This is an optimization exercise on Yosys and OpenROAD, whose aim is small area, not a production implementation. In this exercise RTL edits were held to simulation tests only and were not proved equivalent to the original. Power and IR drop assume default switching activity.

== run 1 ==
Design rclc_link, start of the top module:
module rclc_link (
    input  wire       clk,
    input  wire       rst,           
    input  wire       ms_tick,       
    input  wire       pay_we,
    input  wire [5:0] pay_addr,
    input  wire [7:0] pay_wdata,
    input  wire       send_valid,
    input  wire [7:0] send_cmd,
    input  wire [7:0] send_budget,
    input  wire [7:0] send_len,
    output reg  [3:0] op_err,        
    output wire       tx_valid,
    output wire [7:0] tx_data,
    input  wire       tx_ready,
    input  wire       rx_valid,
    input  wire [7:0] rx_data,
    output wire       rx_ready,
    output reg  [2:0] txn_state,
    output reg  [1:0] txn_err,
    output reg  [7:0] txn_attempt,
    output reg  [7:0] txn_budget,
    output reg  [2:0] rx_state,
    output reg  [1:0] dec_event,
    output reg        frame_valid,
    output wire [7:0] frame_dc,
    output wire [7:0] frame_len,
    input  wire [5:0] rd_addr,
    output wire [7:0] rd_data
);
    localparam [7:0] V2_POLY   = 8'hD5;
    localparam [7:0] HDR_V2    = 8'hCC;
    localparam [7:0] MAX_PAY   = 8'd62;
    localparam [9:0] E_START   = 10'h001;
    localparam [9:0] E_FULL    = 10'h3AC;
    localparam [2:0] T_IDLE    = 3'd0,
                     T_SENDING = 3'd1,
                     T_AWAIT_H = 3'd2,
                     T_AWAIT_B = 3'd3,
                     T_SUCCESS = 3'd4,
                     T_FAILED  = 3'd5;
    localparam [2:0] S_HEADER = 3'd0,
                     S_DC     = 3'd1,
                     S_LEN    = 3'd2,
                     S_PAY    = 3'd3,
                     S_CRC    = 3'd4;
    localparam [1:0] EV_NONE     = 2'd0,
                     EV_FRAME    = 2'd1,
                     EV_FRAMING  = 2'd2,
                     EV_CHECKSUM = 2'd3;
    localparam [1:0] ERR_NONE    = 2'd0,
                     ERR_TIMEOUT = 2'd1,
                     ERR_INVALID = 2'd2;
    localparam [3:0] OP_OK        = 4'd0,
  ...
For scale: roughly 4300 cells after synthesis, ~1600 flip-flops, about 120 I/O pins, ~53000 µm² of cells after synthesis.
clock: 10.0 ns
lec_check: 0
cap_margin: 20
core_margin: 2
core_utilization: 40
slew_margin: 20
synth_hierarchical: 1
synth_minimum_keep_size: 0
standard.sh (not shown) runs the stock make flow with config.mk's settings and CLKGATE_MAP_FILE= SYNTH_SCRIPT=/design/flow/synth_recipe.tcl, a recipe that flattens the netlist after the stock synthesis.
==> flow/flow/run.sh <==
#!/bin/bash
# Standard ORFS layout, with two changes: clock tree synthesis without dummy
# loads (larger sink clusters of clkbuf_16), and the smallest buffer on each port.
set -euo pipefail
bash standard.sh \
  "CTS_ARGS=-sink_clustering_enable -repair_clock_nets -dont_use_dummy_load -buf_list sky130_fd_sc_hd__clkbuf_16 -sink_clustering_size 25 -sink_clustering_max_diameter 80" \
  "BUFFER_PORTS_ARGS=-buffer_cell sky130_fd_sc_hd__buf_1" \
  finish > flow_make.log 2>&1
> inputs changed (run 1 -> run 2)
--- a/flow/design.v
+++ b/flow/design.v
@@ -128,27 +128,26 @@
     reg  [5:0]   rx_len;
     reg  [495:0] rx_pay;       
     reg  [495:0] frame_pay;    
     reg  [3:0]   f_dc;
     reg  [5:0]   f_len;
     assign frame_dc  = {4'h0, f_dc};
     assign frame_len = {2'b00, f_len};
     wire sending   = (txn_state == T_SENDING);
     wire in_flight = (txn_state == T_AWAIT_H) || (txn_state == T_AWAIT_B);
     wire busy      = sending || in_flight;
     wire tick_full = (elapsed == E_FULL);
     wire timed_out = in_flight && tick_full;
-    wire [61:0] req_sel, req_sel_n;
-    wire [7:0]  pay_byte;
-    rclc_sel62 u_txrd (.v(req_pay), .oh(req_sel), .y(pay_byte));
+    wire [7:0] pay_byte;
+    rclc_rdport u_txrd (.v(req_pay), .a(cnt), .y(pay_byte));
     wire       cnt_eq   = (cnt == (sending ? txn_len : rx_len));
     reg  [7:0] tx_byte;
     always @(*) begin
         case (tx_ph)
             X_HDR:   tx_byte = HDR_V2;
             X_CMD:   tx_byte = {4'h0, txn_cmd};
             X_LEN:   tx_byte = {2'b00, txn_len};
             default: tx_byte = cnt_eq ? crc : pay_byte;
         endcase
     end
     assign tx_valid = sending;
     assign tx_data  = tx_byte;
@@ -180,36 +179,36 @@
             end else begin
                 txn_state <= T_FAILED;
             end
         end
     endtask
     wire        rx_take = in_flight && !tick_full && rx_valid;
     wire        rx_sh   = rx_take && (rx_state == S_PAY);
     wire        fr_ld   = rx_take && (rx_state == S_CRC) && (rx_data == crc);
     wire        rx_sh_n = ~rx_sh;
     wire        fr_ld_n = ~fr_ld;
     wire [495:0] req_d, rx_d, fr_d;
     wire [503:0] rx_in = {rx_pay, rx_data};
-    wire [7:0]  req_in = sending ? pay_byte : pay_wdata;
+    wire [61:0] wr_en, wr_en_n;
     rclc_wdec u_wdec (
-        .we  (sending || (pay_we && !busy && !send_valid)),
-        .a   (sending ? cnt : pay_addr),
-        .en  (req_sel),
-        .en_n(req_sel_n)
+        .we  (pay_we && !busy && !send_valid),
+        .a   (pay_addr),
+        .en  (wr_en),
+        .en_n(wr_en_n)
     );
     genvar gi;
     generate
         for (gi = 0; gi < 496; gi = gi + 1) begin : g_st
-            rclc_hold u_req (.s(req_sel[gi/8]), .d(req_in[gi%8]),
-                             .s_n(req_sel_n[gi/8]), .q(req_pay[gi]), .y(req_d[gi]));
+            rclc_hold u_req (.s(wr_en[gi/8]), .d(pay_wdata[gi%8]),
+                             .s_n(wr_en_n[gi/8]), .q(req_pay[gi]), .y(req_d[gi]));
             rclc_hold u_rx  (.s(rx_sh), .d(rx_in[gi]),
                              .s_n(rx_sh_n), .q(rx_pay[gi]), .y(rx_d[gi]));
             rclc_hold u_fr  (.s(fr_ld), .d(rx_pay[gi]),
                              .s_n(fr_ld_n), .q(frame_pay[gi]), .y(fr_d[gi]));
         end
     endgenerate
     always @(posedge clk) begin
         req_pay   <= req_d;
         rx_pay    <= rx_d;
         frame_pay <= fr_d;
         if (fr_ld) begin
             f_dc  <= rx_cmd;
Results
- Run 2 leaves more setup margin than run 1.
- In the reports for run 2 and run 1, the smaller first-pass GRT wire length belongs to run 1.
- Routed wire length on met3: run 2 vs run 1 up 33%
- Summary of the comparison: count of antenna diodes in the layout is higher in run 2, relative to run 1.
- A cell with the largest stage delay on the worst path of sky130_fd_sc_hd__a222oi_1 is what run 1 shows, while sky130_fd_sc_hd__nand3_1 belongs to run 2.
- Changes observed in run 2 relative to run 1: global-route usage picked up an extra 1.2 points, maximum clock frequency picked up an extra 4.2%, simple-gate area share of the yosys netlist picked up an extra 0.35 points, post-route total power lost 45 µW, area after synthesis neither gained nor lost much.
- As of run 2, inverter count had risen by a few percent compared to run 1.
- Route | run 2 vs run 1 | wire longer in run 2

========
## the baseline
rclc_link, a different RTL version from the one above (not shown whole).
Size: roughly 4,300 cells after synthesis, ~1,600 flip-flops, ~120 I/O pins.
Settings: LEC_CHECK=0, CAP_MARGIN=20, CORE_MARGIN=2, CORE_UTILIZATION=40, CTS_BUF_LIST=sky130_fd_sc_hd__clkbuf_16, CTS_CLUSTER_DIAMETER=80, CTS_CLUSTER_SIZE=25, SLEW_MARGIN=20, SYNTH_HIERARCHICAL=1, SYNTH_MINIMUM_KEEP_SIZE=0; clock period 10.0 ns.
run.sh (not shown) runs the stock make flow with config.mk's settings and CLKGATE_MAP_FILE= SYNTH_SCRIPT=/design/flow/synth_recipe.tcl, a recipe that flattens the netlist after the stock synthesis.
Stock flow here: none of the scripts above is used.
## Diff of input files: the candidate against the baseline
diff --git a/flow/design.v b/flow/design.v
--- a/flow/design.v
+++ b/flow/design.v
@@ -45,15 +45,16 @@
     output wire [7:0] frame_len,
     input  wire [5:0] rd_addr,
     output wire [7:0] rd_data
 );
     localparam [7:0] V2_POLY   = 8'hD5;
     localparam [7:0] HDR_V2    = 8'hCC;
     localparam [7:0] MAX_PAY   = 8'd62;
-    localparam [9:0] T_ATTEMPT = 10'd1000;
+    localparam [9:0] E_START   = 10'h001;
+    localparam [9:0] E_FULL    = 10'h3AC;
     localparam [2:0] T_IDLE    = 3'd0,
                      T_SENDING = 3'd1,
                      T_AWAIT_H = 3'd2,
                      T_AWAIT_B = 3'd3,
                      T_SUCCESS = 3'd4,
                      T_FAILED  = 3'd5;
     localparam [2:0] S_HEADER = 3'd0,
@@ -100,18 +101,19 @@
     reg  [3:0]   f_dc;
     reg  [5:0]   f_len;
     assign frame_dc  = {4'h0, f_dc};
     assign frame_len = {2'b00, f_len};
     wire sending   = (txn_state == T_SENDING);
     wire in_flight = (txn_state == T_AWAIT_H) || (txn_state == T_AWAIT_B);
     wire busy      = sending || in_flight;
-    wire tick_full = (elapsed == T_ATTEMPT);
+    wire tick_full = (elapsed == E_FULL);
     wire timed_out = in_flight && tick_full;
-    wire [7:0] pay_byte;
-    rclc_rdport u_txrd (.v(req_pay), .a(cnt), .y(pay_byte));
+    wire [61:0] req_sel, req_sel_n;
+    wire [7:0]  pay_byte;
+    rclc_sel62 u_txrd (.v(req_pay), .oh(req_sel), .y(pay_byte));
     wire       cnt_eq   = (cnt == (sending ? txn_len : rx_len));
     reg  [7:0] tx_byte;
     always @(*) begin
         case (tx_ph)
             X_HDR:   tx_byte = HDR_V2;
             X_CMD:   tx_byte = {4'h0, txn_cmd};
             X_LEN:   tx_byte = {2'b00, txn_len};
@@ -128,15 +130,15 @@
         .crc_out(crc_next)
     );
     wire [7:0] crc_hdr = crc_step(8'h00, HDR_V2);
     task start_attempt;
         begin
             txn_state <= T_SENDING;
             tx_ph     <= X_HDR;
-            elapsed   <= 10'd0;
+            elapsed   <= E_START;
             rx_state  <= S_HEADER;
         end
     endtask
     task attempt_failed(input [1:0] kind);
         begin
             txn_err <= kind;
             if (txn_attempt < txn_budget) begin
@@ -148,28 +150,28 @@
         end
     endtask
     wire        rx_take = in_flight && !tick_full && rx_valid;
     wire        rx_sh   = rx_take && (rx_state == S_PAY);
     wire        fr_ld   = rx_take && (rx_state == S_CRC) && (rx_data == crc);
     wire        rx_sh_n = ~rx_sh;
     wire        fr_ld_n = ~fr_ld;
-    wire [61:0] wr_en, wr_en_n;
     wire [495:0] req_d, rx_d, fr_d;
     wire [503:0] rx_in = {rx_pay, rx_data};
+    wire [7:0]  req_in = sending ? pay_byte : pay_wdata;
     rclc_wdec u_wdec (
-        .we  (pay_we && !busy && !send_valid),
-        .a   (pay_addr),
-        .en  (wr_en),
-        .en_n(wr_en_n)
+        .we  (sending || (pay_we && !busy && !send_valid)),
+        .a   (sending ? cnt : pay_addr),
+        .en  (req_sel),
+        .en_n(req_sel_n)
     );
     genvar gi;
     generate
         for (gi = 0; gi < 496; gi = gi + 1) begin : g_st
-            rclc_hold u_req (.s(wr_en[gi/8]), .d(pay_wdata[gi%8]),
-                             .s_n(wr_en_n[gi/8]), .q(req_pay[gi]), .y(req_d[gi]));
+            rclc_hold u_req (.s(req_sel[gi/8]), .d(req_in[gi%8]),
+                             .s_n(req_sel_n[gi/8]), .q(req_pay[gi]), .y(req_d[gi]));
             rclc_hold u_rx  (.s(rx_sh), .d(rx_in[gi]),
                              .s_n(rx_sh_n), .q(rx_pay[gi]), .y(rx_d[gi]));
             rclc_hold u_fr  (.s(fr_ld), .d(rx_pay[gi]),
                              .s_n(fr_ld_n), .q(frame_pay[gi]), .y(fr_d[gi]));
         end
     endgenerate
     always @(posedge clk) begin
@@ -207,15 +209,15 @@
                     txn_attempt <= 8'd1;
                     txn_err     <= ERR_NONE;
                     frame_valid <= 1'b0;
                     start_attempt;
                 end
             end
             if (busy && ms_tick && !tick_full)
-                elapsed <= elapsed + 10'd1;
+                elapsed <= {elapsed[8:0], elapsed[9] ^ elapsed[6]};
             if (sending) begin
                 if (tx_ready) begin
                     crc <= crc_next;
                     case (tx_ph)
                         X_HDR: begin crc <= crc_hdr; tx_ph <= X_CMD; end
                         X_CMD: tx_ph <= X_LEN;
                         X_LEN: begin tx_ph <= X_PAY; cnt <= 6'd0; end
@@ -360,19 +362,25 @@
     endgenerate
 endmodule
 module rclc_rdport (input [495:0] v, input [5:0] a, output [7:0] y);
     wire [7:0]  lo_n, hi_n;
     wire [61:0] oh;
     rclc_pdec3n u_lo (.a(a[2:0]), .y_n(lo_n));
     rclc_pdec3n u_hi (.a(a[5:3]), .y_n(hi_n));
-    genvar i, b;
+    genvar i;
     generate
         for (i = 0; i < 62; i = i + 1) begin : g_oh
             rclc_nor2 u (.a(lo_n[i % 8]), .b(hi_n[i / 8]), .y(oh[i]));
         end
+    endgenerate
+    rclc_sel62 u_sel (.v(v), .oh(oh), .y(y));
+endmodule
+module rclc_sel62 (input [495:0] v, input [61:0] oh, output [7:0] y);
+    genvar i, b;
+    generate
         for (b = 0; b < 8; b = b + 1) begin : g_bit
             wire [20:0] t_n;    
             wire [4:0]  h;
             wire [1:0]  l;
             for (i = 0; i < 21; i = i + 1) begin : g_t
                 if (i < 20) begin : full
                     rclc_aoi222 u (
==> run notes <==
Against the baseline, the candidate reports a instance count after placement with tap cells included that is higher. Between the baseline and the candidate, logic gate share of total power is higher for the candidate, the baseline comes in under that. [compare] base=the baseline new=the candidate: core utilization of the finished layout went up; sequential share of layout area dropped 0.52 points; die area now sits at about the same level; placer's final routability congestion estimate saw a decrease; time the final worst path needs with I/O delays and setup lower. Total non-filler cell area in the finished layout is higher on the candidate. Comparing the two runs side by side, the candidate comes out ahead of the baseline on maximum frequency. When the candidate is measured against the baseline, its gate count of the mapped netlist turns out about 0.55% lower. Taking the baseline as the reference, in the candidate layout net count now sits higher; delay of the slowest cell on the worst path now sits lower.

## static timing again, ports no longer ideal
How much do the figures lean on ideal ports? The routed layouts below were timed once more, with nothing changed but the port constraints.
Step 1 (the two cells are an assumption about what drives the block):
set clk [get_ports {clk}]
set_driving_cell -lib_cell sky130_fd_sc_hd__clkbuf_16 $clk
set_driving_cell -lib_cell sky130_fd_sc_hd__buf_2 [delete_from_list [all_inputs] $clk]
Step 2 adds t to the input delays and takes it off the output delays; t is the mean of the earliest and latest rising clock arrival at the registers after step 1. Input paths then give back, and output paths get back, about the clock's delay inside the block.
a / b / c = ideal ports / drivers / drivers and shift; a / b = the first two.
run	t (ns)	setup WS [ns]	slew at the worst register clock pin (ns)	worst slew at a driven data input, ns
run 1	0.746	1.683 / 1.659 / 1.659	0.10 / 0.10	0.11
run 2	0.748	2.019 / 1.991 / 1.991	0.10 / 0.10	0.08
the baseline	0.795	1.057 / 1.028 / 1.028	0.10 / 0.10	0.07
the candidate	0.784	1.150 / 1.126 / 1.126	0.10 / 0.10	0.10
After both steps every run listed still meets setup and hold. The setup slack of the baseline, which loses most, moves by -0.029 ns with the drivers and by -0.029 ns with both steps.
